This is an optimization exercise on Yosys and OpenROAD, whose aim is small area, a short achievable clock period and few clock cycles, not a production implementation.
Function was checked by simulation only, so behaviour that the tests miss may differ from the original.
Power is estimated from default activity; no workload was simulated.

### flow/run.sh
#!/bin/bash
set -euo pipefail
export CTS_ARGS="-sink_clustering_enable -repair_clock_nets -dont_use_dummy_load -sink_clustering_size 25 -sink_clustering_max_diameter 90"
bash standard.sh SETUP_SLACK_MARGIN=7.0 finish > standard.log 2>&1
### standard.sh
#!/bin/bash
# synth_recipe.tcl (not shown) runs the flow's synth.tcl, then flattens the netlist and writes it again
# the make line also repeats each setting of config.mk as NAME=value (left out here)
make -C /OpenROAD-flow-scripts/flow DESIGN_CONFIG=/design/flow/config.mk WORK_HOME=/design/flow/orfs CLKGATE_MAP_FILE= SYNTH_SCRIPT=/design/flow/synth_recipe.tcl "${@:-finish}"
### config.mk
export PLATFORM = sky130hd
export DESIGN_NAME = spf
export DESIGN_NICKNAME = spf
export VERILOG_FILES = /design/flow/design.v
export SDC_FILE = /design/flow/constraint.sdc
export NUM_CORES = 4
export LEC_CHECK = 0
export ABC_CLOCK_PERIOD_IN_PS = 5000
export CAP_MARGIN = 20
export CORE_MARGIN = 2
export CORE_UTILIZATION = 55
export SLEW_MARGIN = 20
### constraint.sdc
create_clock -name core_clock -period 12.0 [get_ports {clk}]
set_input_delay 2.4000 -clock core_clock [delete_from_list [all_inputs] [get_ports {clk}]]
set_output_delay 2.4000 -clock core_clock [all_outputs]
set_load 0.01 [all_outputs]
### design.v
module spf (
    input  wire        clk,
    input  wire        rst,
    input  wire        cmd_valid,
    output wire        cmd_ready,
    input  wire [31:0] cmd_data,
    output wire        rsp_valid,
    input  wire        rsp_ready,
    output wire [31:0] rsp_data
);
    localparam [7:0] STX      = 8'h02;
    localparam [7:0] ETX      = 8'h03;
    localparam [7:0] POS_TYPE = 8'h01;
    localparam integer LM = 3;             
    localparam integer M  = 1 << LM;       
    localparam integer LB = 7 - LM;        
    localparam integer B  = 1 << LB;       
    localparam integer LE = LM - 1;        
    localparam integer NE = 1 << LE;       
    localparam [3:0] RC_OK  = 4'h0;
    localparam [3:0] RC_OOR = 4'h1;
    localparam [3:0] RC_ILL = 4'h2;
    localparam [3:0] RC_NFY = 4'h3;
    localparam [3:0] RC_FOK = 4'h4;
    localparam [3:0] RC_CSM = 4'h5;
    localparam [1:0] ST_IDLE = 2'd0;
    localparam [1:0] ST_RESP = 2'd1;
    localparam [1:0] ST_WAIT = 2'd2;
    localparam [1:0] WK_PEEK  = 2'd1;      
    localparam [1:0] WK_READF = 2'd2;      
    localparam [1:0] WK_SCAN  = 2'd3;      
    localparam [3:0] E_SRCH = 4'd0;        
    localparam [3:0] E_H1   = 4'd1;        
    localparam [3:0] E_H2   = 4'd2;        
    localparam [3:0] E_H3   = 4'd3;        
    localparam [3:0] E_PAY  = 4'd4;        
    localparam [3:0] E_CK   = 4'd5;        
    localparam [3:0] E_ETX  = 4'd6;        
    localparam [3:0] E_DONE = 4'd7;        
    localparam [3:0] E_XC1  = 4'd8;        
    localparam [3:0] E_XC2  = 4'd9;        
    function [LM-1:0] slot_of;
        input [6:0] x;
        slot_of = {x[LM-2:0], 1'b0} + x[6:LB];
    endfunction
    reg  [LM-1:0] phs;                      
    reg  [1:0]    st;
    reg  [1:0]    wk;
    reg  [31:0]   rsp_q;
    reg  [7:0]    q8;                       
    reg  [7:0]    rpv;                      
    reg  [7:0]    wpv;                      
    reg  [15:0]   resync_cnt;
    reg           retain;
    reg           fv;                       
    reg  [6:0]    fs;                       
    reg  [7:0]    h_st, h_ty, h_len;
    reg  [LM:0]   cp;                       
    reg  [NE-1:0] pv;
    reg  [6-LE:0] pa [0:NE-1];              
    reg  [7:0]    pd [0:NE-1];
    reg  [3:0]    eph;
    reg  [7:0]    e_base;                   
    reg  [7:0]    e_cur;                    
    reg  [7:0]    e_s;                      
    reg  [7:0]    e_nstx;                   
    reg           e_nv;
    reg  [7:0]    e_st, e_ty, e_len, e_sum;
    reg  [6:0]    e_rem;
    reg           e_ok;
    reg  [7:0]    e_r;                      
    reg  [8:0]    e_flim;                   
    reg  [6:0]    ridx;                     
    wire [7:0]    cnt = wpv - rpv;
    wire [NE-1:0] wr;
    genvar ge;
    generate
        for (ge = 0; ge < NE; ge = ge + 1) begin : g_ent
            wire [6:0] ex = {pa[ge], ge[LE-1:0]};
            assign wr[ge] = pv[ge] && (phs == slot_of(ex));
        end
    endgenerate
    wire          copying = (cp != {(LM+1){1'b0}});
    wire [8*B-1:0] wtap;
    wire [8*B-1:0] ftap;
    wire [8*B-1:0] ftap2;                   
    genvar gb;
    generate
        for (gb = 0; gb < B; gb = gb + 1) begin : g_bank
            reg [8*M-1:0] wl;
            reg [8*M-1:0] fl;
            wire       wwe = wr[gb % NE] && (pa[gb % NE][LB-LE-1:0] == gb / NE);
            wire [7:0] wdt = pd[gb % NE];
            wire [7:0] wtop = wwe ? wdt : wl[7:0];
            always @(posedge clk) begin
                wl <= {wtop, wl[8*M-1:8]};
                fl <= {(copying ? wtop : fl[7:0]), fl[8*M-1:8]};
            end
            assign wtap[gb*8 +: 8] = wl[7:0];
            assign ftap[gb*8 +: 8] = fl[7:0];
            assign ftap2[gb*8 +: 8] = fl[(M/2)*8 +: 8];
        end
    endgenerate
    wire [3:0]  i_op  = cmd_data[31:28];
    wire        i_rsv = |cmd_data[27:16];
    wire [15:0] i_arg = cmd_data[15:0];
    wire app_ok    = (i_op == 4'h1) && !i_rsv && (i_arg[15:8] == 8'd0);
    wire scan_ok   = (i_op == 4'h2) && (cmd_data[27:0] == 28'd0);
    wire peek_ok   = (i_op == 4'h3) && !i_rsv;
    wire cons_ok   = (i_op == 4'h4) && !i_rsv;
    wire readf_ok  = (i_op == 4'h5) && !i_rsv;
    wire rdreg_ok  = (i_op == 4'h6) && !i_rsv && (i_arg < 16'd6);
    wire wrctrl_ok = (i_op == 4'h7) && !i_rsv && (i_arg[15:1] == 15'd0);
    wire fire    = cmd_valid && (st == ST_IDLE);
    wire waiting = (st == ST_WAIT);
    wire        peek_wait = waiting && (wk == WK_PEEK);
    wire [6:0]  w_idx = ridx;
    reg  [7:0]  w_byte;
    integer     k;
    always @(*) begin
        w_byte = 8'd0;
        for (k = 0; k < B; k = k + 1)
            w_byte = w_byte | (wtap[k*8 +: 8] & {8{w_idx[LB-1:0] == k}});
    end
    reg  [6:0]  rf_nxi;                                 
    reg  [6:0]  rf_nxa;                                 
    wire [6:0]  rf_in = fs + i_arg[6:0];                
    wire        rf_seq = (i_arg[6:0] == rf_nxi);
    wire [6:0]  f_idx = (st == ST_IDLE) ? rf_nxa : q8[6:0];
    reg  [7:0]  f_byte, f_byte2;
    always @(*) begin
        f_byte = 8'd0;
        f_byte2 = 8'd0;
        for (k = 0; k < B; k = k + 1)
        begin
            f_byte  = f_byte  | (ftap[k*8 +: 8]  & {8{f_idx[LB-1:0] == k}});
            f_byte2 = f_byte2 | (ftap2[k*8 +: 8] & {8{f_idx[LB-1:0] == k}});
        end
    end
    wire [LM-1:0] phs2 = phs + (M / 2);
    wire        f_at0  = (phs == slot_of(f_idx));
    wire        f_at2  = (phs2 == slot_of(f_idx));
    wire        f_here = !copying && (f_at0 || f_at2);
    wire [7:0]  f_val  = f_at0 ? f_byte : f_byte2;
    wire        w_byp   = pv[w_idx[LE-1:0]] && (pa[w_idx[LE-1:0]] == w_idx[6:LE]);
    wire [7:0]  w_bypd  = pd[w_idx[LE-1:0]];
    wire        e_byp   = w_byp;
    wire [7:0]  e_byte  = e_byp ? w_bypd : w_byte;
    wire        e_ready = (eph == E_DONE) || (e_cur == wpv);
    wire        e_avail = !peek_wait && (eph != E_DONE) && !eph[3] && (e_cur != wpv) &&
                          (e_byp || (phs == slot_of(ridx)));
    wire        e_isstx = (e_byte == STX);
    wire        e_fitbad = e_flim[8] || (e_byte > e_flim[7:0]);
    wire        e_tv    = e_nv || e_isstx;
    wire [7:0]  e_tgt   = e_nv ? e_nstx : e_cur;
    wire [31:0] scan_rsp = (eph != E_DONE) ? {RC_NFY, 28'd0} :
                           e_ok ? {RC_FOK, 3'b000, 1'b1, e_st, e_ty, e_len} :
                                  {RC_CSM, 28'd0};
    wire do_app  = fire && app_ok;
    wire [7:0] app_byte = cmd_data[7:0];
    wire evict   = do_app && cnt[7];
    reg  drop_pend;
    wire do_scan = e_ready && ((fire && scan_ok) || (waiting && wk == WK_SCAN));
    wire cons_in = fire && cons_ok && (i_arg <= {8'd0, cnt});
    wire restart = drop_pend;
    wire [7:0] rp_new = rpv + q8;
    wire [8:0]  flen6 = {1'b0, h_len} + 9'd6;
    reg  [3:0]  eph_n;
    reg  [7:0]  e_base_n, e_cur_n, e_s_n, e_nstx_n, e_r_n;
    reg         e_nv_n;
    reg  [8:0]  e_flim_n;
    reg  [6:0]  ridx_n;
    wire [7:0]  e_cur1  = e_cur + 8'd1;
    wire [7:0]  e_s1    = e_s + 8'd1;
    wire [7:0]  e_tgt1  = e_tgt + 8'd1;
    wire        e_resync = (eph == E_H3 && e_fitbad) || (eph == E_ETX && e_byte != ETX);
    wire        peek_start = fire && peek_ok && (i_arg < {8'd0, cnt});
    wire        peek_done  = peek_wait && (w_byp || phs == slot_of(ridx));
    wire [6:0]  peek_addr  = rpv[6:0] + i_arg[6:0];
    wire [6:0]  x_addr     = e_s[6:0] + e_len[6:0] + 7'd5;
    wire [7:0]  x_have     = wpv - e_s;
    wire        x_present  = {1'b0, x_have} > {1'b0, e_len} + 9'd5;
    wire        x_avail    = !peek_wait && (w_byp || phs == slot_of(ridx));
    wire [3:0]  x_next     = (e_len == 8'd0) ? E_CK : E_PAY;
    always @(*) begin
        eph_n    = eph;
        e_base_n = e_base;
        e_cur_n  = e_cur;
        e_s_n    = e_s;
        e_nv_n   = e_nv;
        e_nstx_n = e_nstx;
        e_r_n    = e_r;
        e_flim_n = e_flim;
        if (e_avail) begin
            e_cur_n = e_cur1;
            if (eph == E_SRCH) begin
                if (e_isstx) begin
                    e_s_n    = e_cur;
                    e_nv_n   = 1'b0;
                    eph_n    = E_H1;
                    e_flim_n = 9'd122 - {1'b0, e_cur - e_base};
                end
            end else begin
                if (!e_nv && e_isstx) begin
                    e_nv_n   = 1'b1;
                    e_nstx_n = e_cur;
                end
                case (eph)
                    E_H1:    eph_n = E_H2;
                    E_H2:    eph_n = E_H3;
                    E_H3:    eph_n = E_XC1;
                    E_PAY:   if (e_rem == 7'd1) eph_n = E_CK;
                    E_CK:    eph_n = E_ETX;
                    default: eph_n = E_DONE;
                endcase
                if (e_resync) begin
                    e_base_n = e_s1;
                    e_r_n    = e_r + 8'd1;
                    e_nv_n   = 1'b0;
                    if (e_tv) begin
                        e_s_n    = e_tgt;
                        e_cur_n  = e_tgt1;
                        eph_n    = E_H1;
                        e_flim_n = 9'd122 - {1'b0, e_tgt - e_s1};
                    end else begin
                        eph_n    = E_SRCH;
                    end
                end
            end
        end
        else if (eph == E_XC1 && !peek_wait) begin
            eph_n = x_present ? E_XC2 : x_next;
        end else if (eph == E_XC2 && x_avail) begin
            if (e_byte == ETX) begin
                eph_n = x_next;
            end else begin
                e_base_n = e_s1;
                e_r_n    = e_r + 8'd1;
                e_nv_n   = 1'b0;
                if (e_nv) begin
                    e_s_n    = e_nstx;
                    e_cur_n  = e_nstx + 8'd1;
                    eph_n    = E_H1;
                    e_flim_n = 9'd122 - {1'b0, e_nstx - e_s1};
                end else begin
                    eph_n    = E_SRCH;
                end
            end
        end
        if (restart) begin
            eph_n    = E_SRCH;
            e_base_n = rp_new;
            e_cur_n  = rp_new;
            e_r_n    = 8'd0;
        end
        if (do_scan) begin
            e_r_n = 8'd0;
            if (eph == E_DONE) begin
                e_base_n = e_cur;
                eph_n    = E_SRCH;
            end else if (eph == E_SRCH) begin
                e_base_n = (retain && (wpv != e_base)) ? wpv - 8'd1 : wpv;
            end
        end
        if (peek_start)
            ridx_n = peek_addr;
        else if (peek_wait && !peek_done)
            ridx_n = ridx;
        else if (eph_n == E_XC2)
            ridx_n = x_addr;
        else
            ridx_n = e_cur_n[6:0];
    end
    reg  rst_q;
    always @(posedge clk)
        rst_q <= rst;
    reg  rdy_ok, rsp_ok;
    assign cmd_ready = rdy_ok && !rst;
    assign rsp_valid = rsp_ok && !rst;
    assign rsp_data  = rsp_q;
    always @(posedge clk) begin
        if (rst_q) begin
            phs        <= {LM{1'b0}};
            st         <= ST_IDLE;
            rdy_ok     <= !rst;
            rsp_ok     <= 1'b0;
            rpv        <= 8'd0;
            wpv        <= 8'd0;
            resync_cnt <= 16'd0;
            retain     <= 1'b0;
            fv         <= 1'b0;
            cp         <= {(LM+1){1'b0}};
            pv         <= {NE{1'b0}};
            drop_pend  <= 1'b0;
            eph        <= E_SRCH;
            e_base     <= 8'd0;
            e_cur      <= 8'd0;
            e_r        <= 8'd0;
            ridx       <= 7'd0;
        end else begin
            phs <= phs + 1'b1;
            if (copying)
                cp <= cp - 1'b1;
            if (do_app)
                wpv <= wpv + 8'd1;
            for (k = 0; k < NE; k = k + 1) begin
                if (do_app && wpv[LE-1:0] == k) begin
                    pv[k] <= 1'b1;
                    pa[k] <= wpv[6:LE];
                    pd[k] <= app_byte;
                end else if (wr[k]) begin
                    pv[k] <= 1'b0;
                end
            end
            eph    <= eph_n;
            e_base <= e_base_n;
            e_cur  <= e_cur_n;
            e_s    <= e_s_n;
            e_nv   <= e_nv_n;
            e_nstx <= e_nstx_n;
            e_r    <= e_r_n;
            e_flim <= e_flim_n;
            ridx   <= ridx_n;
            if (e_avail) begin
                case (eph)
                    E_H1: begin
                        e_st  <= e_byte;
                        e_sum <= e_byte;
                    end
                    E_H2: begin
                        e_ty  <= e_byte;
                        e_sum <= e_sum + e_byte;
                    end
                    E_H3: begin
                        e_len <= e_byte;
                        e_sum <= e_sum + e_byte;
                        e_rem <= e_byte[6:0];
                    end
                    E_PAY: begin
                        e_sum <= e_sum + e_byte;
                        e_rem <= e_rem - 7'd1;
                    end
                    E_CK: e_ok <= (e_sum == e_byte);
                    default: ;
                endcase
            end
            if (restart)
                rpv <= rp_new;
            drop_pend <= evict || cons_in;
            if (evict)
                q8 <= 8'd1;
            else if (cons_in)
                q8 <= i_arg[7:0];
            if (do_scan) begin
                resync_cnt <= resync_cnt + {8'd0, e_r};
                fv         <= (eph == E_DONE) && e_ok;
                if (eph == E_DONE) begin
                    rpv <= e_cur;
                    if (e_ok) begin
                        h_st  <= e_st;
                        h_ty  <= e_ty;
                        h_len <= e_len;
                        fs    <= e_s[6:0];
                        rf_nxi <= 7'd4;
                        rf_nxa <= e_s[6:0] + 7'd4;
                        cp    <= M[LM:0];
                    end
                end else if (eph == E_SRCH) begin
                    rpv <= (retain && (wpv != e_base)) ? wpv - 8'd1 : wpv;
                end else begin
                    rpv <= e_base;
                end
            end
            case (st)
                ST_IDLE: begin
                    if (fire) begin
                        begin st <= ST_RESP; rdy_ok <= 1'b0; rsp_ok <= 1'b1; end
                        rsp_q <= {RC_ILL, 28'd0};
                        case (i_op)
                            4'h1: if (app_ok) begin
                                rsp_q <= {RC_OK, 28'd0};
                            end
                            4'h2: if (scan_ok) begin
                                rsp_q <= scan_rsp;
                                if (!e_ready) begin
                                    begin st <= ST_WAIT; rdy_ok <= 1'b0; rsp_ok <= 1'b0; end
                                    wk <= WK_SCAN;
                                end
                            end
                            4'h3: if (peek_ok) begin
                                if (i_arg >= {8'd0, cnt}) begin
                                    rsp_q <= {RC_OOR, 28'd0};
                                end else begin
                                    begin st <= ST_WAIT; rdy_ok <= 1'b0; rsp_ok <= 1'b0; end
                                    wk <= WK_PEEK;
                                    q8 <= {1'b0, rpv[6:0] + i_arg[6:0]};
                                end
                            end
                            4'h4: if (cons_ok) begin
                                if (i_arg > {8'd0, cnt})
                                    rsp_q <= {RC_OOR, 28'd0};
                                else
                                    rsp_q <= {RC_OK, 28'd0};
                            end
                            4'h5: if (readf_ok) begin
                                rf_nxi <= i_arg[6:0] + 7'd1;
                                rf_nxa <= rf_in + 7'd1;
                                if (!fv || i_arg >= {7'd0, flen6}) begin
                                    rsp_q <= {RC_OOR, 28'd0};
                                end else if (i_arg[6:2] == 5'd0) begin
                                    case (i_arg[1:0])
                                        2'd0: rsp_q <= {RC_OK, 20'd0, STX};
                                        2'd1: rsp_q <= {RC_OK, 20'd0, h_st};
                                        2'd2: rsp_q <= {RC_OK, 20'd0, h_ty};
                                        default: rsp_q <= {RC_OK, 20'd0, h_len};
                                    endcase
                                end else if (rf_seq && f_here) begin
                                    rsp_q <= {RC_OK, 20'd0, f_val};
                                end else begin
                                    begin st <= ST_WAIT; rdy_ok <= 1'b0; rsp_ok <= 1'b0; end
                                    wk <= WK_READF;
                                    q8 <= {1'b0, rf_in};
                                end
                            end
                            4'h6: if (rdreg_ok) begin
                                case (i_arg[2:0])
                                    3'd0: rsp_q <= {RC_OK, 20'd0, cnt};
                                    3'd1: rsp_q <= {RC_OK, 28'd128};
                                    3'd2: rsp_q <= {RC_OK, 12'd0, resync_cnt};
                                    3'd3: rsp_q <= {RC_OK, 27'd0, retain};
                                    3'd4: rsp_q <= fv ? {RC_OK, 3'b000, 1'b1, h_st, h_ty, h_len}
                                                      : {RC_OK, 28'd0};
                                    default: rsp_q <= {RC_OK, 4'd4, POS_TYPE, ETX, STX};
                                endcase
                            end
                            4'h7: if (wrctrl_ok) begin
                                retain <= i_arg[0];
                                rsp_q  <= {RC_OK, 28'd0};
                            end
                            default: ;
                        endcase
                    end
                end
                ST_WAIT: begin
                    case (wk)
                        WK_SCAN: if (e_ready) begin
                            rsp_q <= scan_rsp;
                            begin st <= ST_RESP; rdy_ok <= 1'b0; rsp_ok <= 1'b1; end
                        end
                        WK_PEEK: begin
                            if (w_byp) begin
                                rsp_q <= {RC_OK, 20'd0, w_bypd};
                                begin st <= ST_RESP; rdy_ok <= 1'b0; rsp_ok <= 1'b1; end
                            end else if (phs == slot_of(q8[6:0])) begin
                                rsp_q <= {RC_OK, 20'd0, w_byte};
                                begin st <= ST_RESP; rdy_ok <= 1'b0; rsp_ok <= 1'b1; end
                            end
                        end
                        default: if (f_here) begin    
                            rsp_q <= {RC_OK, 20'd0, f_val};
                            begin st <= ST_RESP; rdy_ok <= 1'b0; rsp_ok <= 1'b1; end
                        end
                    endcase
                end
                default: begin    
                    if (rsp_ready)
                        begin st <= ST_IDLE; rdy_ok <= 1'b1; rsp_ok <= 1'b0; end
                end
            endcase
            if (rst) begin
                rdy_ok <= 1'b0;
                rsp_ok <= 1'b0;
            end
        end
    end
endmodule
==> results of run 1 <==
## cells in the final DEF (no fill, tap or decap), types with 32 or more instances in the layout
cell type and n:
nand4_1 36, xor2_1 71, ha_1 138, clkbuf_16 107, xnor2_1 141, buf_4 108, mux2i_1 47, clkdlybuf4s50_1 53
nor2_1 397, o21ai_0 125, mux2_2 202, nand2_1 195, nor3_1 32, dfxtp_1 2127, a22oi_1 93, a21oi_1 136
a22o_1 44, inv_1 110, a221oi_1 45, nand3_1 77, nand2b_1 32, edfxtp_1 203
## power breakdown
group	total, mW	switching (mW)	leakage, nW	internal, mW
logic	1.02	0.697	8.08	0.320
registers	9.11	0.309	19.4	8.80
clock network	3.82	2.23	1.32	1.59
total	13.9	3.24	28.8	10.7
## timing repair
item / CTS / global route
endpoints found under the setup margin: 211 / 144
pin swaps: 21 / 15
endpoints found under the hold margin: 0 / 0
hold buffers: 0 / 0
gates cloned: 7 / 0
buffers inserted: 42 / 18
gates resized for setup: 109 / 64
## worst max-delay path: cells and delay by family
kind	cells	cell delay [ns]
buf+inv	2	0.24
simple gates	1	0.09
## kinds of logic after synthesis
| kind of cell | Yosys count |
|---|---|
| AO/OA/AOI/OAI | 684 |
| XOR/XNOR | 213 |
| adder cells (fa/ha/maj) | 152 |
| buffers and inverters | 295 |
| flip-flops | 2336 |
| multiplexers | 270 |
| other | 1 |
| AND/OR/NAND/NOR | 975 |
## path summary, 6_finish.rpt
check,from,end,slack [ns]
worst max register to register,ridx[2],ridx[0],7.03
worst max-delay path,rst,cmd_ready,6.87
worst min register to register,g_bank[2].wl[30],g_bank[2].wl[22],0.27
worst min-delay path,g_bank[2].wl[30],g_bank[2].wl[22],0.27
## state kept, by name (all words and copies together), names as in the netlist, 9 cells and up
signal,cells
e_flim,9
g_bank.fl,1024
g_bank.wl,1024
pa,20
pd,32
resync_cnt,16
rsp_q,29
## per-stage QoR
step | instances | instance area [um2] | hold WS [ns]
global placement | 6502 | 68900 | 0.310
global route | 6676 | 73000 | 0.275
CTS | 6658 | 72500 | 0.265
finish | 6678 | 73000 | 0.270
detailed placement | 6502 | 69000 | 0.312
floorplan | 4928 | 66400 | 0.310
## layout make-up
| cell class | instances | area share |
|---|---|---|
| flip-flops and latches | 2336 | 0.669 |
| multi-input cells | 2300 | 0.233 |
| clock buffers | 107 | 0.0367 |
| well taps | 1612 | 0.0276 |
| repair buffers | 200 | 0.0275 |
| inverters | 121 | 0.00635 |
| diodes | 2 | 0.0000686 |
## layer usage
| metal | track usage | up-vias |
|---|---|---|
| met5 | 0 | - |
| met4 | 0.0780 | 0 |
| met3 | 0.0449 | 295 |
| met2 | 0.423 | 1243 |
| met1 | 0.405 | 17945 |
| li1 | - | 17078 |
==> results.json, run 1 <==
{
  "place_ws_ns": 4.98,
  "setup_ws_ns": 6.87,
  "grt_max_degree": 65,
  "worst_pin_slew_ns": 1.12,
  "numCtsBuffers": 107,
  "worstPathRequired_ns": 9.60,
  "core_area_mm2": 0.120,
  "dp_hpwl_um": 121000,
  "power_mw": 13.9,
  "synthTopCellsByCount": "2,133 x dfxtp_1, 404 x nor2_1, 203 x edfxtp_1",
  "antenna_left": 0,
  "synth_warnings": 3,
  "synthToLayoutAreaGrowth_pct": 10.1,
  "synth_compound_area_frac": 0.0712,
  "pin_count": 70,
  "setup_viol_count_final": 0,
  "initial_core_util": 0.553,
  "die_x_um": 351,
  "async_reset_ff_frac": 0,
  "dieArea_mm2": 0.123,
  "dr.pass1.iters": 6,
  "status": "no timing/DRC/antenna violations",
  "rsz0062_at_grt": "yes",
  "yosysTopAreaCell": "dfxtp_1",
  "clock-skew-final_ns": 0.0738,
  "yosys.area_share.simple": 0.0692,
  "route.met2.wl_um": 74900,
  "overflow": 0,
  "layout_min_cycle_time_ns": 5.13,
  "max_stage_delay_ns": 0.14,
  "routed_wl_um": 172000,
  "relSlewSlack": 0.252,
  "path_max_fanout": 4,
  "die_h_um": 351,
  "cts_buffer_depth": 3,
  "synth_seq_cells": 2336,
  "crit_type": "in2out",
  "hold_depth": 0,
  "synth_fa_ha_area_frac": 0.0299,
  "synth_edf_count": 203,
  "multi_input_comb_area_mm2": 0.0170,
  "layout-drive-gt1-share": 0.118,
  "num-fill-cells": 9460,
  "clk_latency_ns": 0.74,
  "drcViolationCount": 0,
  "grt_pass1_vias": 34624,
  "yosysSeqAreaShare": 0.736,
  "period_share": 0.428,
  "synth_xor_area_frac": 0.0281,
  "drt-initial-drc-count": 3477,
  "p_per_area_mw_per_mm2": 191,
  "synthCells": 4926,
  "final-seq-area_mm2": 0.0488,
  "netlist_area_mm2": 0.0663,
  "drv_cap": 0,
  "grt_first_pass_wirelength_um": 244000,
  "slowest_stage": "buf_2",
  "synth_top_flop_cell": "dfxtp_1",
  "clk_pin_slew_worst_paths_ns": 0.09,
  "layout.nets": 5253,
  "grt_use_total": 0.276,
  "hold_path_class": "reg2reg",
  "cp_data_arrival_time_ns": 2.73,
  "crit_path_end_kind": "output port",
  "ir_drop_mv": 0.158,
  "cts_root_buf": "clkbuf_16",
  "cts_tree": "done",
  "crit_path_start_kind": "primary input",
  "final_util": 0.609,
  "yosys.area.top_type_share": 0.644,
  "clock_sinks": 2336,
  "vias": 36561,
  "yosys-top-cells-area": "dfxtp_1 64%, edfxtp_1 9.2%, mux2_2 3.4%",
  "h-tree-depth": 3,
  "port_buffers": 66,
  "wl_met3_um": 10700,
  "synthMuxAreaShare": 0.0473,
  "synth_cell_types": 91,
  "synth_top_family_by_area": "compound AO/OA/AOI/OAI gates",
  "via_per_inst": 5.47,
  "std_cell_rows": 127,
  "critical_path.cell_chain": "buf_8 -> nor2b_1 -> buf_2",
  "syn-mean-instance-area_um2": 13.5,
  "synth.most_common_cell": "dfxtp_1",
  "wl_met1_um": 80600,
  "routed.top_layer": "met4",
  "rr_worst_depth": 19,
  "final.setup.tns_ns": 0,
  "final-hold-violation-count": 0,
  "fmax_ghz": 0.195,
  "drv_slew": 0,
  "place.gp.congestion": 0.955,
  "leakagePower_nw": 28.8,
  "wire_per_inst_um": 25.7,
  "grt_antenna_before_repair": 8
}
Testbench counts, summed over its fixed seeds: cycles 287,388.
==> run 2, diff against run 1 <==
--- a/design.v
+++ b/design.v
@@ -66,10 +66,9 @@
     reg  [7:0]    e_nstx;                   
     reg           e_nv;
     reg  [7:0]    e_st, e_ty, e_len, e_sum;
-    reg  [6:0]    e_rem;
+    reg  [6:0]    e_rem;                    
     reg           e_ok;
     reg  [7:0]    e_r;                      
-    reg  [8:0]    e_flim;                   
     reg  [6:0]    ridx;                     
     wire [7:0]    cnt = wpv - rpv;
     wire [NE-1:0] wr;
@@ -109,7 +108,8 @@
     wire peek_ok   = (i_op == 4'h3) && !i_rsv;
     wire cons_ok   = (i_op == 4'h4) && !i_rsv;
     wire readf_ok  = (i_op == 4'h5) && !i_rsv;
-    wire rdreg_ok  = (i_op == 4'h6) && !i_rsv && (i_arg < 16'd6);
+    wire i_hi      = |i_arg[15:8];
+    wire rdreg_ok  = (i_op == 4'h6) && !i_rsv && !i_hi && (i_arg[7:0] < 8'd6);
     wire wrctrl_ok = (i_op == 4'h7) && !i_rsv && (i_arg[15:1] == 15'd0);
     wire fire    = cmd_valid && (st == ST_IDLE);
     wire waiting = (st == ST_WAIT);
@@ -122,9 +122,10 @@
         for (k = 0; k < B; k = k + 1)
             w_byte = w_byte | (wtap[k*8 +: 8] & {8{w_idx[LB-1:0] == k}});
     end
-    reg  [6:0]  rf_nxi;                                 
+    wire [6:0]  rf_nxi;                                 
     reg  [6:0]  rf_nxa;                                 
     wire [6:0]  rf_in = fs + i_arg[6:0];                
+    assign      rf_nxi = rf_nxa - fs;
     wire        rf_seq = (i_arg[6:0] == rf_nxi);
     wire [6:0]  f_idx = (st == ST_IDLE) ? rf_nxa : q8[6:0];
     reg  [7:0]  f_byte, f_byte2;
@@ -137,8 +138,8 @@
             f_byte2 = f_byte2 | (ftap2[k*8 +: 8] & {8{f_idx[LB-1:0] == k}});
         end
     end
-    wire [LM-1:0] phs2 = phs + (M / 2);
     wire        f_at0  = (phs == slot_of(f_idx));
+    wire [LM-1:0] phs2 = phs + (M / 2);
     wire        f_at2  = (phs2 == slot_of(f_idx));
     wire        f_here = !copying && (f_at0 || f_at2);
     wire [7:0]  f_val  = f_at0 ? f_byte : f_byte2;
@@ -150,6 +151,7 @@
     wire        e_avail = !peek_wait && (eph != E_DONE) && !eph[3] && (e_cur != wpv) &&
                           (e_byp || (phs == slot_of(ridx)));
     wire        e_isstx = (e_byte == STX);
+    wire [8:0]  e_flim  = 9'd122 - {1'b0, e_s - e_base};
     wire        e_fitbad = e_flim[8] || (e_byte > e_flim[7:0]);
     wire        e_tv    = e_nv || e_isstx;
     wire [7:0]  e_tgt   = e_nv ? e_nstx : e_cur;
@@ -161,23 +163,25 @@
     wire evict   = do_app && cnt[7];
     reg  drop_pend;
     wire do_scan = e_ready && ((fire && scan_ok) || (waiting && wk == WK_SCAN));
-    wire cons_in = fire && cons_ok && (i_arg <= {8'd0, cnt});
+    wire cons_oor  = i_hi || (i_arg[7:0] > cnt);
+    wire peek_oor  = i_hi || (i_arg[7:0] >= cnt);
+    wire cons_in = fire && cons_ok && !cons_oor;
     wire restart = drop_pend;
     wire [7:0] rp_new = rpv + q8;
     wire [8:0]  flen6 = {1'b0, h_len} + 9'd6;
     reg  [3:0]  eph_n;
     reg  [7:0]  e_base_n, e_cur_n, e_s_n, e_nstx_n, e_r_n;
     reg         e_nv_n;
-    reg  [8:0]  e_flim_n;
     reg  [6:0]  ridx_n;
     wire [7:0]  e_cur1  = e_cur + 8'd1;
     wire [7:0]  e_s1    = e_s + 8'd1;
-    wire [7:0]  e_tgt1  = e_tgt + 8'd1;
+    wire [7:0]  e_nstx1 = e_nstx + 8'd1;
+    wire [7:0]  e_tgt1  = e_nv ? e_nstx1 : e_cur1;
     wire        e_resync = (eph == E_H3 && e_fitbad) || (eph == E_ETX && e_byte != ETX);
-    wire        peek_start = fire && peek_ok && (i_arg < {8'd0, cnt});
+    wire        peek_start = fire && peek_ok && !peek_oor;
     wire        peek_done  = peek_wait && (w_byp || phs == slot_of(ridx));
     wire [6:0]  peek_addr  = rpv[6:0] + i_arg[6:0];
-    wire [6:0]  x_addr     = e_s[6:0] + e_len[6:0] + 7'd5;
+    wire [6:0]  x_addr     = e_s[6:0] + e_len[6:0] + 7'd5;    
     wire [7:0]  x_have     = wpv - e_s;
     wire        x_present  = {1'b0, x_have} > {1'b0, e_len} + 9'd5;
     wire        x_avail    = !peek_wait && (w_byp || phs == slot_of(ridx));
@@ -190,7 +194,6 @@
         e_nv_n   = e_nv;
         e_nstx_n = e_nstx;
         e_r_n    = e_r;
-        e_flim_n = e_flim;
         if (e_avail) begin
             e_cur_n = e_cur1;
             if (eph == E_SRCH) begin
@@ -198,7 +201,6 @@
                     e_s_n    = e_cur;
                     e_nv_n   = 1'b0;
                     eph_n    = E_H1;
-                    e_flim_n = 9'd122 - {1'b0, e_cur - e_base};
                 end
             end else begin
                 if (!e_nv && e_isstx) begin
@@ -221,8 +223,7 @@
                         e_s_n    = e_tgt;
                         e_cur_n  = e_tgt1;
                         eph_n    = E_H1;
-                        e_flim_n = 9'd122 - {1'b0, e_tgt - e_s1};
-                    end else begin
+                        end else begin
                         eph_n    = E_SRCH;
                     end
                 end
@@ -239,9 +240,8 @@
                 e_nv_n   = 1'b0;
                 if (e_nv) begin
                     e_s_n    = e_nstx;
-                    e_cur_n  = e_nstx + 8'd1;
+                    e_cur_n  = e_nstx1;
                     eph_n    = E_H1;
-                    e_flim_n = 9'd122 - {1'b0, e_nstx - e_s1};
                 end else begin
                     eph_n    = E_SRCH;
                 end
@@ -319,7 +319,6 @@
             e_nv   <= e_nv_n;
             e_nstx <= e_nstx_n;
             e_r    <= e_r_n;
-            e_flim <= e_flim_n;
             ridx   <= ridx_n;
             if (e_avail) begin
                 case (eph)
@@ -361,7 +360,6 @@
                         h_ty  <= e_ty;
                         h_len <= e_len;
                         fs    <= e_s[6:0];
-                        rf_nxi <= 7'd4;
                         rf_nxa <= e_s[6:0] + 7'd4;
                         cp    <= M[LM:0];
                     end
@@ -388,7 +386,7 @@
                                 end
                             end
                             4'h3: if (peek_ok) begin
-                                if (i_arg >= {8'd0, cnt}) begin
+                                if (peek_oor) begin
                                     rsp_q <= {RC_OOR, 28'd0};
                                 end else begin
                                     begin st <= ST_WAIT; rdy_ok <= 1'b0; rsp_ok <= 1'b0; end
@@ -397,15 +395,14 @@
                                 end
                             end
                             4'h4: if (cons_ok) begin
-                                if (i_arg > {8'd0, cnt})
+                                if (cons_oor)
                                     rsp_q <= {RC_OOR, 28'd0};
                                 else
                                     rsp_q <= {RC_OK, 28'd0};
                             end
                             4'h5: if (readf_ok) begin
-                                rf_nxi <= i_arg[6:0] + 7'd1;
                                 rf_nxa <= rf_in + 7'd1;
-                                if (!fv || i_arg >= {7'd0, flen6}) begin
+                                if (!fv || i_hi || ({1'b0, i_arg[7:0]} >= flen6)) begin
                                     rsp_q <= {RC_OOR, 28'd0};
                                 end else if (i_arg[6:2] == 5'd0) begin
                                     case (i_arg[1:0])
==> run 2 against run 1 <==
  * Still clean
  * Final cell count fell by 0.58%
  * Synthesized cell count rose by 0.55%
  * Largest power group unchanged
  * Utilization grew 0.085 points
  * Combinational power rose by 47%
  * Register-to-register slack worse by 0.03 ns
  * Total power increased by 7.7%
  * Via count grew 0.34%
  * Die area is 1.3% lower
  * Largest cell class unchanged
  * Sequential share of layout area grew 0.31 points
  * Routed wire length increased by 0.65%
==> results.json, run 2 <==
{
  "synthToLayoutAreaGrowth_pct": 9.98,
  "core_area_mm2": 0.118,
  "r2r-start": "e_s[0]",
  "status": "no timing/DRC/antenna violations",
  "async_reset_ff_frac": 0,
  "top_regs": "g_bank.fl x1024, g_bank.wl x1024, pd x32",
  "crit_path_start_kind": "primary input",
  "yosys-top-cells-area": "dfxtp_1 65%, edfxtp_1 8.6%, nor2_1 3.3%",
  "routed_wl_um": 173000,
  "p_per_area_mw_per_mm2": 209,
  "mostFrequentLayoutCell": "dfxtp_1",
  "num-fill-cells": 9381,
  "dieArea_mm2": 0.122,
  "worst_pin_slew_ns": 1.12,
  "final-hold-violation-count": 0,
  "drt-initial-drc-count": 3671,
  "layout-drive-gt1-share": 0.109,
  "synth_warnings": 3,
  "synthCells": 4953,
  "dr.pass1.iters": 6,
  "rsz0062_at_grt": "yes",
  "leakagePower_nw": 28.5,
  "clock-skew-final_ns": 0.105,
  "fmax_ghz": 0.195,
  "hold_path_class": "reg2reg",
  "drv_cap": 0,
  "drcViolationCount": 0,
  "pin_count": 70,
  "yosysTopAreaCell": "dfxtp_1",
  "dp_hpwl_um": 120000,
  "syn-mean-instance-area_um2": 13.2,
  "cts_root_buf": "clkbuf_16",
  "initial_core_util": 0.554,
  "power_mw": 15.0,
  "grt_pass1_vias": 34837,
  "yosysSeqAreaShare": 0.739,
  "grt_max_degree": 68,
  "cts_buffer_depth": 3,
  "layout_min_cycle_time_ns": 5.14,
  "std_cell_rows": 126,
  "synth_cell_types": 96,
  "synth_top_flop_cell": "dfxtp_1",
  "grt_antenna_before_repair": 3,
  "crit_path_end_kind": "output port",
  "crit_type": "in2out",
  "h-tree-depth": 3,
  "final.setup.tns_ns": 0,
  "antenna_left": 0,
  "port_buffers": 66,
  "netlist_area_mm2": 0.0654,
  "layout.nets": 5273,
  "wire_per_inst_um": 26.0,
  "overflow": 0,
  "die_x_um": 349,
  "numCtsBuffers": 105,
  "die_h_um": 349,
  "ff2ff_setup_slack_ns": 7.00,
  "yosys.area.top_type_share": 0.653,
  "worstPathRequired_ns": 9.60,
  "grt_first_pass_wirelength_um": 245000,
  "via_per_inst": 5.53,
  "path_max_fanout": 3,
  "cts_tree": "done",
  "period_share": 0.428,
  "fin_area_mm2": 0.0719,
  "layout_common_cells": "2,126 x dfxtp_1, 567 x nor2_1, 187 x edfxtp_1",
  "hold_slack_ns": 0.276,
  "drv_slew": 0,
  "cts_hold_buf": 0,
  "timing.rr.end": "e_r[4]",
  "relSlewSlack": 0.249,
  "clk_pin_slew_worst_paths_ns": 0.10,
  "setup_viol_count_final": 0,
  "synthTopCellsByCount": "2,133 x dfxtp_1, 575 x nor2_1, 187 x edfxtp_1",
  "clk_latency_ns": 0.74,
  "synth_edf_count": 187,
  "grt_use_total": 0.281,
  "cp_data_arrival_time_ns": 2.74,
  "worstSetupStartpoint": "rst",
  "synth_seq_cells": 2320,
  "endpoint": "cmd_ready",
  "postPlaceCellArea_mm2": 0.0681,
  "ir_drop_mv": 0.166,
  "clock_sinks": 2320,
  "vias": 36687,
  "rr_worst_depth": 27,
  "place.gp.congestion": 0.955,
  "synth.most_common_cell": "dfxtp_1"
}
## run 2: critical path, cell delays in order
cell and delay, ns:
buf_8 0.10, nor2b_1 0.10, buf_2 0.14
## run 2: cell families (layout without fill, tap and decap cells)
| kind of cell | Yosys count | after routing | synth area share |
|---|---|---|---|
| xor+xnor | 198 | 198 | 0.0265 |
| other cells | 1 | 4 | 0.0000574 |
| flops | 2320 | 2320 | 0.739 |
| mux | 226 | 226 | 0.0402 |
| buf+inv | 289 | 435 | 0.0176 |
| simple gates | 1134 | 1135 | 0.0795 |
| fa+ha+maj | 134 | 134 | 0.0266 |
| compound gates | 651 | 651 | 0.0705 |
## run 2: per-stage QoR
step	setup slack, ns	util	cells
3_5_place_dp	5.54	0.577	6473
4_1_cts	6.86	0.607	6622
6_report	6.86	0.610	6639
2_1_floorplan	6.97	-	4955
5_1_grt	6.80	0.610	6638
3_3_place_gp	5.54	0.577	6473
## run 2: worst min-delay path by stage
stage | from | endpoint | slack (ns) | depth (start not counted)
after floorplan | g_bank[0].fl[8] | g_bank[0].fl[0] | 0.31 | 0
after global placement | g_bank[1].wl[37] | g_bank[1].wl[29] | 0.31 | 0
after detailed placement | g_bank[13].wl[10] | g_bank[13].wl[2] | 0.31 | 0
after CTS | g_bank[7].wl[25] | g_bank[7].wl[17] | 0.26 | 0
after global routing | g_bank[7].wl[41] | g_bank[7].wl[33] | 0.27 | 0
final | g_bank[7].wl[25] | g_bank[7].wl[17] | 0.28 | 0
## run 2: final cells by class
cell class,count,area (um2),share of cell area
multi-input cells,2347,16400,0.228
inverters,114,453,0.00630
flip-flops and latches,2320,48300,0.672
diodes,1,2.50,0.0000348
clock buffers,105,2630,0.0365
repair buffers,216,2150,0.0299
well taps,1536,1920,0.0267
## run 2: power by group
part	leakage, nW	switching [mW]	internal (mW)
logic	8.01	1.05	0.456
registers	19.2	0.478	9.27
clock network	1.29	2.21	1.56
## run 2: routing by layer
layer  global-route usage  share of wire  vias up
li1                     -              -    17092
met4                0.108          0.043        2
met5                    0       0.000075        -
met2                0.423           0.43     1279
met3               0.0440          0.066      312
met1                0.409           0.46    18002
## run 2: what timing repair did
action | 4_1_cts | 5_1_grt
gates cloned | 8 | 2
pin swaps | 33 | 23
hold endpoints to repair | 0 | 0
setup buffers | 36 | 14
gates resized for setup | 101 | 45
setup endpoints to repair | 167 | 109
Testbench counts of run 2, summed over its fixed seeds: cycles 287,388.
==> run 3, diff against run 2 <==
--- a/design.v
+++ b/design.v
@@ -66,7 +66,6 @@
     reg  [7:0]    e_nstx;                   
     reg           e_nv;
     reg  [7:0]    e_st, e_ty, e_len, e_sum;
-    reg  [6:0]    e_rem;                    
     reg           e_ok;
     reg  [7:0]    e_r;                      
     reg  [6:0]    ridx;                     
@@ -82,7 +81,6 @@
     wire          copying = (cp != {(LM+1){1'b0}});
     wire [8*B-1:0] wtap;
     wire [8*B-1:0] ftap;
-    wire [8*B-1:0] ftap2;                   
     genvar gb;
     generate
         for (gb = 0; gb < B; gb = gb + 1) begin : g_bank
@@ -97,7 +95,6 @@
             end
             assign wtap[gb*8 +: 8] = wl[7:0];
             assign ftap[gb*8 +: 8] = fl[7:0];
-            assign ftap2[gb*8 +: 8] = fl[(M/2)*8 +: 8];
         end
     endgenerate
     wire [3:0]  i_op  = cmd_data[31:28];
@@ -128,21 +125,13 @@
     assign      rf_nxi = rf_nxa - fs;
     wire        rf_seq = (i_arg[6:0] == rf_nxi);
     wire [6:0]  f_idx = (st == ST_IDLE) ? rf_nxa : q8[6:0];
-    reg  [7:0]  f_byte, f_byte2;
+    reg  [7:0]  f_byte;
     always @(*) begin
         f_byte = 8'd0;
-        f_byte2 = 8'd0;
         for (k = 0; k < B; k = k + 1)
-        begin
-            f_byte  = f_byte  | (ftap[k*8 +: 8]  & {8{f_idx[LB-1:0] == k}});
-            f_byte2 = f_byte2 | (ftap2[k*8 +: 8] & {8{f_idx[LB-1:0] == k}});
-        end
+            f_byte = f_byte | (ftap[k*8 +: 8] & {8{f_idx[LB-1:0] == k}});
     end
-    wire        f_at0  = (phs == slot_of(f_idx));
-    wire [LM-1:0] phs2 = phs + (M / 2);
-    wire        f_at2  = (phs2 == slot_of(f_idx));
-    wire        f_here = !copying && (f_at0 || f_at2);
-    wire [7:0]  f_val  = f_at0 ? f_byte : f_byte2;
+    wire        f_here = !copying && (phs == slot_of(f_idx));
     wire        w_byp   = pv[w_idx[LE-1:0]] && (pa[w_idx[LE-1:0]] == w_idx[6:LE]);
     wire [7:0]  w_bypd  = pd[w_idx[LE-1:0]];
     wire        e_byp   = w_byp;
@@ -181,7 +170,8 @@
     wire        peek_start = fire && peek_ok && !peek_oor;
     wire        peek_done  = peek_wait && (w_byp || phs == slot_of(ridx));
     wire [6:0]  peek_addr  = rpv[6:0] + i_arg[6:0];
-    wire [6:0]  x_addr     = e_s[6:0] + e_len[6:0] + 7'd5;    
+    wire [6:0]  pay_end    = e_s[6:0] + e_len[6:0] + 7'd3;    
+    wire [6:0]  x_addr     = pay_end + 7'd2;                    
     wire [7:0]  x_have     = wpv - e_s;
     wire        x_present  = {1'b0, x_have} > {1'b0, e_len} + 9'd5;
     wire        x_avail    = !peek_wait && (w_byp || phs == slot_of(ridx));
@@ -211,7 +201,7 @@
                     E_H1:    eph_n = E_H2;
                     E_H2:    eph_n = E_H3;
                     E_H3:    eph_n = E_XC1;
-                    E_PAY:   if (e_rem == 7'd1) eph_n = E_CK;
+                    E_PAY:   if (e_cur[6:0] == pay_end) eph_n = E_CK;
                     E_CK:    eph_n = E_ETX;
                     default: eph_n = E_DONE;
                 endcase
@@ -333,12 +323,8 @@
                     E_H3: begin
                         e_len <= e_byte;
                         e_sum <= e_sum + e_byte;
-                        e_rem <= e_byte[6:0];
-                    end
-                    E_PAY: begin
-                        e_sum <= e_sum + e_byte;
-                        e_rem <= e_rem - 7'd1;
                     end
+                    E_PAY: e_sum <= e_sum + e_byte;
                     E_CK: e_ok <= (e_sum == e_byte);
                     default: ;
                 endcase
@@ -412,7 +398,7 @@
                                         default: rsp_q <= {RC_OK, 20'd0, h_len};
                                     endcase
                                 end else if (rf_seq && f_here) begin
-                                    rsp_q <= {RC_OK, 20'd0, f_val};
+                                    rsp_q <= {RC_OK, 20'd0, f_byte};
                                 end else begin
                                     begin st <= ST_WAIT; rdy_ok <= 1'b0; rsp_ok <= 1'b0; end
                                     wk <= WK_READF;
@@ -454,7 +440,7 @@
                             end
                         end
                         default: if (f_here) begin    
-                            rsp_q <= {RC_OK, 20'd0, f_val};
+                            rsp_q <= {RC_OK, 20'd0, f_byte};
                             begin st <= ST_RESP; rdy_ok <= 1'b0; rsp_ok <= 1'b1; end
                         end
                     endcase
==> run 3 against run 2 <==
  * Still clean
  * Total power increased by 0.96%
  * Global-route usage decreased by 1.9 points
  * Routed wire length decreased by 8.3%
  * First-iteration DRC count decreased by 12%
  * Largest cell class unchanged
  * Largest power group unchanged
  * Highest routed layer unchanged
==> results.json, run 3 <==
{
  "port_buffers": 66,
  "dp_hpwl_um": 111000,
  "final.setup.tns_ns": 0,
  "vias": 34842,
  "synth.most_common_cell": "dfxtp_1",
  "hold_slack_ns": 0.254,
  "ir_drop_mv": 0.255,
  "rsz0062_at_grt": "yes",
  "clk_pin_slew_worst_paths_ns": 0.10,
  "synthToLayoutAreaGrowth_pct": 10.5,
  "path_max_fanout": 6,
  "clk_latency_ns": 0.74,
  "drv_cap": 0,
  "drt-initial-drc-count": 3217,
  "cts_root_buf": "clkbuf_16",
  "fmax_ghz": 0.187,
  "grt_max_degree": 132,
  "syn-mean-instance-area_um2": 13.4,
  "yosys.area_share.simple": 0.0741,
  "antenna_left": 0,
  "worst_pin_slew_ns": 1.20,
  "leakagePower_nw": 28.0,
  "num-fill-cells": 9059,
  "async_reset_ff_frac": 0,
  "crit_path_end_kind": "flop",
  "die_x_um": 345,
  "h-tree-depth": 3,
  "p_int_mw": 11.4,
  "final-hold-violation-count": 0,
  "dr.pass1.iters": 8,
  "layout-drive-gt1-share": 0.117,
  "mostFrequentLayoutCell": "dfxtp_1",
  "layout_common_cells": "2,129 x dfxtp_1, 545 x nor2_1, 180 x edfxtp_1",
  "crit_type": "reg2reg",
  "std_cell_rows": 125,
  "yosysSeqAreaShare": 0.753,
  "switching_share": 0.249,
  "synth_xor_area_frac": 0.0284,
  "power_mw": 15.2,
  "initial_core_util": 0.552,
  "via_per_inst": 5.41,
  "yosysTopAreaCell": "dfxtp_1",
  "drcViolationCount": 0,
  "top_regs": "g_bank.fl x1024, g_bank.wl x1024, pd x32",
  "yosys-top-cells-area": "dfxtp_1 67%, edfxtp_1 8.5%, nor2_1 3.3%",
  "synthTopCellsByCount": "2,133 x dfxtp_1, 566 x nor2_1, 180 x edfxtp_1",
  "synth_fa_ha_area_frac": 0.0274,
  "grt_pass1_vias": 32599,
  "die_h_um": 345,
  "netlist_area_mm2": 0.0639,
  "overflow": 0,
  "relSlewSlack": 0.202,
  "synth_edf_count": 180,
  "worstPathRequired_ns": 12.58,
  "numCtsBuffers": 107,
  "synth_seq_cells": 2313,
  "grt_first_pass_wirelength_um": 224000,
  "drv_slew": 0,
  "cp_data_arrival_time_ns": 5.92,
  "pin_count": 70,
  "place.gp.congestion": 0.955,
  "multi_input_comb_area_mm2": 0.0156,
  "switchingPower_mw": 3.77,
  "p_per_area_mw_per_mm2": 215,
  "cts_buffer_depth": 3,
  "clock_sinks": 2313,
  "synthCells": 4752,
  "synth_cell_types": 106,
  "synth_top_flop_cell": "dfxtp_1",
  "setup_viol_count_final": 0,
  "clock-skew-final_ns": 0.0915,
  "yosys.area.top_type_share": 0.668,
  "routed_wl_um": 158000,
  "final-seq-area_mm2": 0.0481,
  "p_seq_frac": 0.639,
  "synth_top_family_by_area": "simple AND/OR/NAND/NOR gates",
  "core_area_mm2": 0.116,
  "synthMuxAreaShare": 0.0369,
  "grt_use_total": 0.262,
  "status": "no timing/DRC/antenna violations",
  "cts_tree": "done",
  "synth_compound_area_frac": 0.0649,
  "synth_warnings": 3,
  "antenna_cells": 0,
  "power.share.clock": 0.249,
  "hold_path_class": "reg2reg",
  "crit_path_start_kind": "flop",
  "dieArea_mm2": 0.119,
  "p_comb_frac": 0.112,
  "layout.nets": 5094,
  "period_share": 0.445,
  "wire_per_inst_um": 24.6,
  "grt_antenna_before_repair": 13,
  "layout_min_cycle_time_ns": 5.34
}
run 3: changes by cell type in the layout (fill, tap and decap cells not counted), moves of 10 or more:
cell,change
and3_1,-10
nand4_1,-10
a21oi_1,-14
nor2_1,-22
nor2_2,+13
inv_1,-13
buf_4,-13
o21ai_1,+12
mux2i_1,-18
nand2_1,-26
and2_1,-15
o21ai_0,-10
a22oi_1,-29
run 3: power groups by stage:
stage / Combinational [mW] / Sequential [mW] / Clock [mW]
floorplan: 1.04 / 9.69 / 0
global placement: 1.62 / 9.82 / 0
detailed placement: 1.62 / 9.89 / 0
CTS: 1.68 / 9.71 / 3.88
global route: 1.88 / 9.84 / 4.14
finish: 1.70 / 9.69 / 3.78
run 3: path summary, 6_finish.rpt:
path,startpoint,end,slack [ns],depth (start not counted)
worst min-delay path,g_bank[2].wl[24],g_bank[2].wl[16],0.25,0
worst max register to register,e_s[1],ridx[1],6.66,20
worst min register to register,g_bank[2].wl[24],g_bank[2].wl[16],0.25,0
worst max-delay path,e_s[1],ridx[1],6.66,20
run 3: kinds of logic after synthesis:
family	after synthesis
mux	207
flops	2313
simple gates	1051
compound gates	597
buf+inv	243
xor+xnor	206
fa+ha+maj	134
other cells	1
run 3: critical path, cell delays in order (launching register included):
cell,delay [ns]
edfxtp_1,0.56
buf_6,0.19
fa_2,0.40
a21o_1,0.18
a21oi_2,0.13
xnor2_1,0.17
nand3b_1,0.21
nor3_4,0.26
xor2_2,0.33
ha_1,0.31
a21o_1,0.20
a21oi_2,0.16
nand4b_1,0.11
o211ai_1,0.29
o311ai_4,0.29
nand2_4,0.19
a32oi_2,0.14
a2111oi_4,0.37
nand2_2,0.18
or4_4,0.44
o211ai_1,0.11
run 3: metal layers:
layer	GRT usage	up-vias	wire length (um)	share of wire
li1	-	16348	-	-
met1	0.377	16808	72300	0.46
met2	0.393	1344	67600	0.43
met3	0.0454	340	11100	0.070
met4	0.106	2	7260	0.046
met5	0	-	12	0.000076
run 3: repair_timing:
item                                    in CTS  in global routing
gates resized for setup                     93                 86
hold endpoints to repair                     0                  0
hold buffers                                 0                  0
endpoints found under the setup margin     148                125
pin swaps                                   34                 38
cloned                                       2                  6
setup buffers                               41                 31
run 3: final cells by class:
cell class / count / share of cell area
clock buffers: 107 / 0.0379
inverters: 99 / 0.00539
multi-input cells: 2200 / 0.221
flip-flops and latches: 2313 / 0.681
well taps: 1524 / 0.0270
repair buffers: 203 / 0.0276
run 3: stage by stage:
step	cell area, um2	std cells	setup slack (ns)	util
2_1_floorplan	64000	4754	7.01	-
3_3_place_gp	66600	6258	5.39	0.575
3_5_place_dp	66600	6259	5.28	0.575
4_1_cts	69900	6409	6.82	0.604
5_1_grt	70600	6446	6.56	0.610
6_report	70600	6446	6.66	0.610
Testbench counts of run 3, summed over its fixed seeds: cycles 291,160.
==> run 4, diff against run 3 <==
--- a/design.v
+++ b/design.v
@@ -57,7 +57,9 @@
     reg  [7:0]    h_st, h_ty, h_len;
     reg  [LM:0]   cp;                       
     reg  [NE-1:0] pv;
-    reg  [6-LE:0] pa [0:NE-1];              
+    wire [6-LE:0] wpv_hi  = wpv[6:LE];
+    wire [6-LE:0] wpv_hm1 = wpv[6:LE] - 1'b1;
+    wire [6-LE:0] pa [0:NE-1];              
     reg  [7:0]    pd [0:NE-1];
     reg  [3:0]    eph;
     reg  [7:0]    e_base;                   
@@ -74,6 +76,7 @@
     genvar ge;
     generate
         for (ge = 0; ge < NE; ge = ge + 1) begin : g_ent
+            assign pa[ge] = (wpv[LE-1:0] > ge) ? wpv_hi : wpv_hm1;
             wire [6:0] ex = {pa[ge], ge[LE-1:0]};
             assign wr[ge] = pv[ge] && (phs == slot_of(ex));
         end
@@ -296,7 +299,6 @@
             for (k = 0; k < NE; k = k + 1) begin
                 if (do_app && wpv[LE-1:0] == k) begin
                     pv[k] <= 1'b1;
-                    pa[k] <= wpv[6:LE];
                     pd[k] <= app_byte;
                 end else if (wr[k]) begin
                     pv[k] <= 1'b0;
==> run 4 against run 3 <==
  * Still clean on timing, DRC and antenna
  * Sequential share of layout area down 0.88 points
  * Design area hardly changed
  * First-iteration DRC count decreased by 1.7%
  * Sequential power decreased by 3.0%
  * Critical endpoint is now ridx[2]
  * Largest cell class unchanged
==> results.json, run 4 <==
{
  "dp_hpwl_um": 111000,
  "pin_count": 70,
  "cts_buffer_depth": 3,
  "vias": 34690,
  "grt_pass1_vias": 32282,
  "routed_wl_um": 161000,
  "cp_data_arrival_time_ns": 5.74,
  "port_buffers": 66,
  "leakagePower_nw": 28.2,
  "crit_type": "reg2reg",
  "slowest_stage": "and4bb_4",
  "core_area_mm2": 0.115,
  "numCtsBuffers": 105,
  "grt_antenna_before_repair": 9,
  "synth_cell_types": 101,
  "dieArea_mm2": 0.119,
  "synth_seq_cells": 2293,
  "final-hold-violation-count": 0,
  "yosys-top-cells-area": "dfxtp_1 67%, edfxtp_1 7.5%, mux2_2 3.1%",
  "setup_viol_count_final": 0,
  "async_reset_ff_frac": 0,
  "num-fill-cells": 8879,
  "h-tree-depth": 3,
  "synth.most_common_cell": "dfxtp_1",
  "layout_min_cycle_time_ns": 5.19,
  "place_ws_ns": 5.61,
  "yosys.area.top_type_share": 0.669,
  "clk_latency_ns": 0.74,
  "setup_ws_ns": 6.81,
  "layout-drive-gt1-share": 0.127,
  "synthCells": 4755,
  "netlist_area_mm2": 0.0638,
  "die_h_um": 345,
  "worstPathRequired_ns": 12.55,
  "drv_slew": 0,
  "final.setup.tns_ns": 0,
  "synthTopCellsByCount": "2,133 x dfxtp_1, 528 x nor2_1, 177 x mux2_2",
  "rsz0062_at_grt": "yes",
  "grt_first_pass_wirelength_um": 228000,
  "dr.pass1.iters": 6,
  "clock-skew-final_ns": 0.0875,
  "synthToLayoutAreaGrowth_pct": 10.8,
  "grt_max_degree": 115,
  "yosysTopAreaCell": "dfxtp_1",
  "max_stage_delay_ns": 0.43,
  "top_regs": "g_bank.fl x1024, g_bank.wl x1024, pd x32",
  "std_cell_rows": 124,
  "place.gp.congestion": 0.960,
  "synth_edf_count": 160,
  "p_per_area_mw_per_mm2": 202,
  "die_x_um": 345,
  "hold_path_class": "reg2reg",
  "synth_top_flop_cell": "dfxtp_1",
  "fmax_ghz": 0.193,
  "drt-initial-drc-count": 3163,
  "drv_cap": 0,
  "cts_tree": "done",
  "ir_drop_mv": 0.226,
  "antenna_left": 0,
  "crit_path_start_kind": "flop",
  "initial_core_util": 0.556,
  "period_share": 0.433,
  "layout.nets": 5130,
  "status": "no timing/DRC/antenna violations",
  "cts_root_buf": "clkbuf_16",
  "syn-mean-instance-area_um2": 13.4,
  "wire_per_inst_um": 24.9,
  "clk_pin_slew_worst_paths_ns": 0.09,
  "layout_common_cells": "2,122 x dfxtp_1, 519 x nor2_1, 174 x mux2_2",
  "overflow": 0,
  "synth_warnings": 2,
  "grt_use_total": 0.270,
  "drcViolationCount": 0,
  "clock_sinks": 2293,
  "via_per_inst": 5.36,
  "worst_pin_slew_ns": 1.18,
  "crit_buf_inv": 6,
  "relSlewSlack": 0.212,
  "path_delay_family": "simple AND/OR/NAND/NOR gates",
  "mostFrequentLayoutCell": "dfxtp_1",
  "path_max_fanout": 6,
  "crit_path_end_kind": "flop",
  "yosysSeqAreaShare": 0.745
}
run 4: worst reg2reg max path: stages, from the launching register on:
cell	delay, ns
dfxtp_4	0.38
inv_4	0.07
buf_4	0.12
ha_4	0.17
nand2_4	0.10
nor4_4	0.16
mux2i_1	0.15
or3_4	0.36
a211oi_4	0.25
buf_6	0.17
buf_12	0.14
mux2i_4	0.32
inv_2	0.10
ha_4	0.29
nand4_1	0.11
nor2_2	0.13
nand2_1	0.06
a221o_1	0.36
nand2b_1	0.17
o31ai_4	0.11
mux2i_1	0.15
a221o_1	0.35
and4bb_4	0.43
buf_6	0.15
mux2i_2	0.21
a211oi_2	0.08
run 4: report_power, final:
| group | internal (mW) | total [mW] | switching, mW |
|---|---|---|---|
| clock | 1.56 | 3.72 | 2.16 |
| combinational | 0.353 | 1.17 | 0.812 |
| sequential | 9.03 | 9.40 | 0.371 |
| total | 10.9 | 14.3 | 3.34 |
run 4: path summary, 6_finish.rpt:
path	startpoint	end	slack, ns	depth (start not counted)
setup / recovery	wpv[1]	ridx[2]	6.81	25
hold / removal	g_bank[10].wl[26]	g_bank[10].wl[18]	0.28	0
setup reg to reg	wpv[1]	ridx[2]	6.81	25
hold reg to reg	g_bank[10].wl[26]	g_bank[10].wl[18]	0.28	0
run 4: repair_timing:
action,CTS,global route
setup endpoints to repair,144,112
buffers inserted,61,32
hold buffers,0,0
pin swaps,33,36
gates cloned,8,0
gates resized for setup,122,58
run 4: cell families after synthesis:
logic type               count (synthesis)  share of synthesized area
XOR/XNOR                               199                     0.0273
AND/OR/NAND/NOR                       1021                     0.0730
adder cells (fa/ha/maj)                140                     0.0286
flip-flops                            2293                      0.745
AO/OA/AOI/OAI                          619                     0.0659
other                                    1                  0.0000588
buffers and inverters                  252                     0.0182
multiplexers                           230                     0.0421
run 4: layout make-up:
cell class                      count  area, um2  area share
Timing Repair Buffer              233       2230      0.0316
Clock buffer                      105       2630      0.0372
Tap cell                         1512       1890      0.0268
Inverter                          108        453     0.00641
Antenna cell                        2       5.00   0.0000708
Sequential cell                  2293      47500       0.673
Multi-Input combinational cell   2213      15900       0.225
run 4: per-layer routing:
metal / global-route usage / routed length, um
met2: 0.396 / 67300
met5: 0 / 0
met4: 0.126 / 8760
met1: 0.388 / 73800
met3: 0.0523 / 11400
run 4: metrics by stage:
| step | std cells | util | instance area (um2) | power (mW) | hold WS, ns |
|---|---|---|---|---|---|
| floorplan | 4757 | - | 64100 | 10.1 | 0.310 |
| global placement | 6257 | 0.579 | 66400 | 10.7 | 0.309 |
| detailed placement | 6258 | 0.579 | 66400 | 10.7 | 0.312 |
| CTS | 6432 | 0.612 | 70200 | 14.4 | 0.276 |
| global route | 6464 | 0.616 | 70700 | 14.9 | 0.287 |
| finish | 6466 | 0.616 | 70700 | 14.3 | 0.281 |
Testbench counts of run 4, summed over its fixed seeds: cycles 291,160.
==> run 5, diff against run 4 <==
==> flow/run.sh (replaced) <==
#!/bin/bash
set -euo pipefail
export CTS_ARGS="-sink_clustering_enable -repair_clock_nets -dont_use_dummy_load -sink_clustering_size 28 -sink_clustering_max_diameter 95"
bash standard.sh SETUP_SLACK_MARGIN=6.9 finish > standard.log 2>&1
==> run 5 against run 4 <==
  * Via count about the same
  * Total power decreased by 1.3%
  * First-iteration DRC count decreased by 2.3%
  * Design area decreased by 0.48%
  * Die area unchanged
  * Final cell count about the same
  * Routed wire length decreased by 1.8%
  * Non-clock buffer count increased by 2
  * Utilization decreased by 0.29 points
==> results.json, run 5 <==
{
  "status": "no timing/DRC/antenna violations",
  "fmax_ghz": 0.187,
  "worst_pin_slew_ns": 1.16,
  "leakagePower_nw": 28.0,
  "rr_worst_depth": 22,
  "die_x_um": 345,
  "cts_tree": "done",
  "netlist_area_mm2": 0.0638,
  "crit_type": "reg2reg",
  "path_max_fanout": 7,
  "synth_warnings": 2,
  "die_h_um": 345,
  "cp_data_arrival_time_ns": 5.93,
  "drcViolationCount": 0,
  "layout_common_cells": "2,124 x dfxtp_1, 517 x nor2_1, 174 x mux2_2",
  "grt_pass1_vias": 32644,
  "synthToLayoutAreaGrowth_pct": 10.3,
  "numCtsBuffers": 95,
  "grt_use_total": 0.266,
  "hold_slack_ns": 0.288,
  "final_cells": 6461,
  "drt-initial-drc-count": 3091,
  "holdPathEnd": "g_bank[6].wl[14]",
  "clock-skew-final_ns": 0.108,
  "drv_cap": 0,
  "r2r-start": "ridx[0]",
  "hold_depth": 0,
  "layout_min_cycle_time_ns": 5.35,
  "period_share": 0.446,
  "timing.rr.end": "ridx[2]",
  "clk_pin_slew_worst_paths_ns": 0.10,
  "drv_slew": 0,
  "ff2ff_setup_slack_ns": 6.65,
  "synth_cell_types": 101,
  "grt_antenna_before_repair": 11,
  "dr.pass1.iters": 6,
  "grt_first_pass_wirelength_um": 226000,
  "cts_root_buf": "clkbuf_16",
  "worstHoldStart": "g_bank[6].wl[22]",
  "rsz0062_at_grt": "yes",
  "routed_wl_um": 158000,
  "via_per_inst": 5.37,
  "yosys.area.top_type_share": 0.669,
  "vias": 34706,
  "wire_per_inst_um": 24.5,
  "pin_count": 70,
  "synthCells": 4755,
  "yosys-top-cells-area": "dfxtp_1 67%, edfxtp_1 7.5%, mux2_2 3.1%",
  "synth_seq_cells": 2293,
  "layout-drive-gt1-share": 0.121,
  "worstPathRequired_ns": 12.58,
  "async_reset_ff_frac": 0,
  "core_area_mm2": 0.115,
  "yosysTopAreaCell": "dfxtp_1",
  "power_mw": 14.1,
  "dp_hpwl_um": 111000,
  "synth_top_flop_cell": "dfxtp_1",
  "hold_path_class": "reg2reg",
  "crit_path_end_kind": "flop",
  "antenna_left": 0,
  "initial_core_util": 0.556,
  "syn-mean-instance-area_um2": 13.4,
  "synthTopCellsByCount": "2,133 x dfxtp_1, 528 x nor2_1, 177 x mux2_2",
  "final_util": 0.613,
  "synth_edf_count": 160,
  "clock_sinks": 2293,
  "std_cell_rows": 124,
  "ir_drop_mv": 0.205,
  "cts_buffer_depth": 3,
  "p_per_area_mw_per_mm2": 200,
  "synth.most_common_cell": "dfxtp_1",
  "overflow": 0,
  "final-hold-violation-count": 0,
  "crit_path_start_kind": "flop",
  "top_regs": "g_bank.fl x1024, g_bank.wl x1024, pd x32",
  "dp.cells": 6259,
  "h-tree-depth": 3,
  "relSlewSlack": 0.224,
  "dieArea_mm2": 0.119,
  "layout.nets": 5122,
  "final.setup.tns_ns": 0,
  "port_buffers": 66,
  "yosysSeqAreaShare": 0.745,
  "place.gp.congestion": 0.963,
  "clk_latency_ns": 0.73,
  "mostFrequentLayoutCell": "dfxtp_1",
  "grt_max_degree": 115,
  "setup_viol_count_final": 0
}
## run 5: cell counts after synthesis
Identical to the previous run, type by type.
## run 5: per-layer routing
metal	part of all wire	GRT usage	vias to the layer above
met1	0.47	0.391	16808
met2	0.41	0.383	1181
met5	0.00013	0	-
met3	0.068	0.0466	295
met4	0.052	0.121	4
li1	-	-	16418
## run 5: worst max-delay path, stage by stage, from the launching register on
cell	delay (ns)
dfxtp_4	0.36
buf_12	0.14
buf_12	0.13
buf_4	0.13
nor3_2	0.75
a221oi_1	0.26
a21oi_1	0.19
a211o_1	0.38
mux2i_4	0.15
inv_2	0.11
ha_4	0.20
a21o_1	0.15
a21oi_1	0.14
o31ai_1	0.10
a221o_1	0.39
nand2b_1	0.18
o31ai_4	0.11
mux2i_1	0.15
a221o_1	0.33
and4bb_4	0.41
buf_6	0.14
mux2i_2	0.22
a211oi_2	0.09
## run 5: layout make-up
class	instances	area, um2
Antenna cell	5	12.5
Inverter	108	454
Multi-Input combinational cell	2213	15800
Timing Repair Buffer	235	2300
Tap cell	1512	1890
Fill cell	9007	44300
Sequential cell	2293	47500
Clock buffer	95	2380
## run 5: worst max-delay path by stage
stage / to / cells after the start / startpoint / slack (ns)
after floorplan: ridx[6] / 26 / wpv[3] / 6.82
after global placement: ridx[0] / 14 / cmd_data[1] / 5.44
after detailed placement: ridx[3] / 14 / cmd_data[1] / 5.42
after CTS: ridx[1] / 24 / wpv[0] / 6.77
after global routing: ridx[1] / 24 / wpv[3] / 6.59
final: ridx[2] / 22 / ridx[0] / 6.65
## run 5: what timing repair did
action	in CTS	in global routing
endpoints found under the hold margin	0	0
resized for setup	114	37
pin swaps	27	28
gates cloned	7	0
setup endpoints to repair	160	100
setup buffers	65	30
hold buffers	0	0
## run 5: through the flow
step           instance area, um2  setup slack, ns
5_1_grt                     70300             6.59
2_1_floorplan               64100             6.82
3_3_place_gp                66400             5.44
4_1_cts                     69900             6.77
6_report                    70300             6.65
3_5_place_dp                66400             5.42
## run 5: report_power, final
part / switching [mW] / internal, mW
Sequential: 0.365 / 9.03
Combinational: 0.800 / 0.348
Clock: 2.14 / 1.42
Total: 3.30 / 10.8
## run 5: kinds of logic (layout without fill, tap and decap cells)
family                     after synthesis  count (layout)  synth area share
other                                    1               8         0.0000588
muxes                                  230             230            0.0421
buffers and inverters                  252             438            0.0182
xor gates and xnor gates               199             199            0.0273
and+or+nand+nor                       1021            1022            0.0730
DFF                                   2293            2293             0.745
adders and majority gates              140             140            0.0286
AOI/OAI and AO/OA                      619             619            0.0659

-- re-timing with driven ports --
Ports are ideal in the flow. The routed layouts listed here were re-timed in OpenROAD.
Step 1, drivers: a clkbuf_16 drives clk and a buf_2 each remaining input, both assumed.
Step 2, shift: input delay + t, output delay - t, t = (earliest + latest rising clock arrival at the registers) / 2. This alone moves slack from input paths to output paths.
Slacks: ideal / step 1 / step 2; pairs: ideal / step 1.
run | t (ns) | slack for setup (ns) | latest minus earliest clock arrival (ns) | worst slew at a driven data input, ns | pins driven straight from the clock port
run 1 | 0.775 | 6.869 / 6.829 / 6.251 | 0.075 / 0.075 | 0.05 | 1
run 2 | 0.763 | 6.861 / 6.821 / 6.351 | 0.106 / 0.106 | 0.06 | 1
run 3 | 0.769 | 6.658 / 6.658 / 6.089 | 0.093 / 0.092 | 0.05 | 1
run 4 | 0.766 | 6.806 / 6.806 / 6.186 | 0.091 / 0.091 | 0.06 | 1
run 5 | 0.754 | 6.652 / 6.652 / 6.234 | 0.113 / 0.113 | 0.06 | 1
After both steps every run listed still meets setup and hold. The setup slack of run 4, which loses most, moves by 0.000 ns with the drivers and by -0.620 ns with both steps.
